Source: an optimization exercise on an open RTL-to-GDS flow (aim: small area, a short achievable clock period and few clock cycles per item). Production flows keep margins and buffers that such runs may drop.
Power is estimated from default activity; no workload was simulated.

==> flow/design.v (excerpt) <==
module tcp_rx (
    input  wire        clk,
    input  wire        rst,
    input  wire        start,
    output wire        ready,
    input  wire        raw,
    input  wire [31:0] src_addr,
    input  wire [31:0] dst_addr,
    input  wire [15:0] len,
    input  wire        in_valid,
    output wire        in_ready,
    input  wire [31:0] in_data,
    output reg         done,
    output reg  [1:0]  result,
    output reg  [15:0] csum,
    output reg  [2:0]  seg_class,
    output reg  [15:0] payload_len,
    output reg  [15:0] sport,
    output reg  [15:0] dport,
    output reg  [31:0] seq_num,
    output reg  [31:0] ack_num,
    output reg  [3:0]  doff,
    output reg  [5:0]  flags,
    output reg  [15:0] window,
    output reg  [15:0] cksum_field,
    output reg  [15:0] urg_ptr
);
export LEC_CHECK = 0
export CAP_MARGIN = 20
export CORE_MARGIN = 2
export CORE_UTILIZATION = 40
export PLACE_DENSITY = 0.6
export SLEW_MARGIN = 20
create_clock -name core_clock -period 11.0 [get_ports {clk}]
standard.sh (not shown) runs the stock make flow with config.mk's settings and CLKGATE_MAP_FILE= SYNTH_SCRIPT=/design/flow/synth_recipe.tcl, a recipe that flattens the netlist after the stock synthesis.
==> flow/flow/run.sh <==
#!/bin/bash
# Layout flow: the standard ORFS flow (standard.sh), with the ports
# buffered by the smallest plain buffer (buf_1) instead of the delay-cell
# buffer buffer_ports picks by default, and with timing repair aimed at a
# setup margin below the clock period so the resizer works on the paths
# that set the achieved period. The make output goes to standard.log; each
# ORFS step writes its own log under orfs/logs/.
set -euo pipefail
bash standard.sh \
  "BUFFER_PORTS_ARGS=-buffer_cell sky130_fd_sc_hd__buf_1" \
  "SETUP_SLACK_MARGIN=${MARGIN:-7.8}" \
  finish > standard.log 2>&1
The baseline went through all stages and came out clean.
Rerun with:
==> flow/flow/run.sh (replaced) <==
#!/bin/bash
# Layout flow: the standard ORFS flow (standard.sh) with these changes:
# - ports buffered by the smallest plain buffer (buf_1) instead of the
#   delay-cell buffer buffer_ports picks by default;
# - timing repair aimed at a setup margin below the clock period, so the
#   resizer works on the paths that set the achieved period;
# - clock tree synthesis without dummy loads.
# The make output goes to standard.log; each ORFS step writes its own log
# under orfs/logs/.
set -euo pipefail
bash standard.sh \
  "BUFFER_PORTS_ARGS=-buffer_cell sky130_fd_sc_hd__buf_1" \
  "SETUP_SLACK_MARGIN=0.0" \
  "CTS_ARGS=-sink_clustering_enable -repair_clock_nets -dont_use_dummy_load -sink_clustering_size 20 -sink_clustering_max_diameter 80" \
  finish > standard.log 2>&1
What happened:
- clock skew rose by 48 ps
- sequential cell count does not change
- cell count fell by 4.2%
Rerun with:
--- a/flow/flow/run.sh
+++ b/flow/flow/run.sh
@@ -13 +13 @@
-  "SETUP_SLACK_MARGIN=0.0" \
+  "SETUP_SLACK_MARGIN=7.0" \
The new run went through all stages and came out clean.
Final area climbs by 0.45%.
Core utilization rises by 0.21 points.
Worst hold slack improved by 8.7 ps.
Area after synthesis is unchanged.
Setup slack gets better by 490 ps.
Die area is unchanged.
Wire length came out lower by 0.44%.
First-iteration DRC count went up by 9.9%.
Global-route usage is about the same.
Combinational power rises by about 0.4%.
No run of this note included a check of the RTL's function; only the layout flow was run.

* * *

Setup of job 101:
tcp_rx again, from the RTL that the note above started with.
Settings: LEC_CHECK=0, CAP_MARGIN=20, CORE_MARGIN=2, CORE_UTILIZATION=40, PLACE_DENSITY=0.6, SLEW_MARGIN=20; clock period 11.0 ns.
==> flow/flow/run.sh <==
#!/bin/bash
# Layout flow: the standard ORFS flow (standard.sh) with these changes:
# - ports buffered by the smallest plain buffer (buf_1) instead of the
#   delay-cell buffer buffer_ports picks by default;
# - timing repair aimed at a setup margin below the clock period, so the
#   resizer works on the paths that set the achieved period;
# - clock tree synthesis without dummy loads.
# The make output goes to standard.log; each ORFS step writes its own log
# under orfs/logs/.
set -euo pipefail
bash standard.sh \
  "BUFFER_PORTS_ARGS=-buffer_cell sky130_fd_sc_hd__buf_1" \
  "SETUP_SLACK_MARGIN=7.8" \
  "CTS_ARGS=-sink_clustering_enable -repair_clock_nets -dont_use_dummy_load" \
  finish > standard.log 2>&1
What job 102 does differently from job 101 at the input level:
-- flow/flow/run.sh --
<<< job 101, line 12
  "BUFFER_PORTS_ARGS=-buffer_cell sky130_fd_sc_hd__buf_1" \
  "SETUP_SLACK_MARGIN=7.8" \
  "CTS_ARGS=-sink_clustering_enable -repair_clock_nets -dont_use_dummy_load" \
  finish > standard.log 2>&1
>>> job 102, line 12
  "BUFFER_PORTS_ARGS=-buffer_cell sky130_fd_sc_hd__buf_1" \
  "SETUP_SLACK_MARGIN=7.8" \
  "CTS_ARGS=-sink_clustering_enable -repair_clock_nets -dont_use_dummy_load -sink_clustering_size 30 -sink_clustering_max_diameter 100" \
  finish > standard.log 2>&1
==> notes.md <==
Area of combinational cells with multiple inputs in job 102 is about 0.5% higher than in job 101. Job 102 vs job 101, area overhead of the layout relative to synthesis went down by 2.4 points. Job 101 has higher insertion delay of the later-clocked pin in the worst-skew pair than job 102. Clock input transition at the sequential cells of the worst setup and hold paths was higher in job 102 than in job 101.
No run of this note included a check of the RTL's function; only the layout flow was run.

[port drivers added, routing unchanged]
How much do the figures lean on ideal ports? The routed layouts below were timed once more, with nothing changed but the port constraints. Step 1 assumes that a clkbuf_16 drives the clock port and a buf_2 every other input. Step 2 adds t to the input delays and takes it off the output delays; t is the mean of the earliest and latest rising clock arrival at the registers after step 1. Input paths then give back, and output paths get back, about the clock's delay inside the block. a / b / c = no drivers / after step 1 / after step 2; a / b = the first two.
| run | t, ns | slack for setup (ns) | worst hold slack (ns) | worst register clock-pin slew, ns |
|---|---|---|---|---|
| the first run of note 1 | 0.597 | 7.657 / 7.607 / 7.145 | 0.417 / 0.417 / 0.417 | 0.07 / 0.07 |
| the second run of note 1 | 0.542 | 6.701 / 6.701 / 6.701 | 0.431 / 0.431 / 0.431 | 0.09 / 0.09 |
| the third run of note 1 | 0.551 | 7.191 / 7.186 / 6.635 | 0.439 / 0.439 / 0.439 | 0.09 / 0.09 |
| job 101 | 0.580 | 7.661 / 7.613 / 7.164 | 0.430 / 0.430 / 0.430 | 0.06 / 0.06 |
| job 102 | 0.530 | 7.684 / 7.637 / 7.188 | 0.376 / 0.376 / 0.376 | 0.12 / 0.12 |
After both steps setup and hold are still met in every run listed. For the third run of note 1, which loses most, drivers alone change the setup slack by -0.005 ns; drivers and shift together by -0.556 ns.
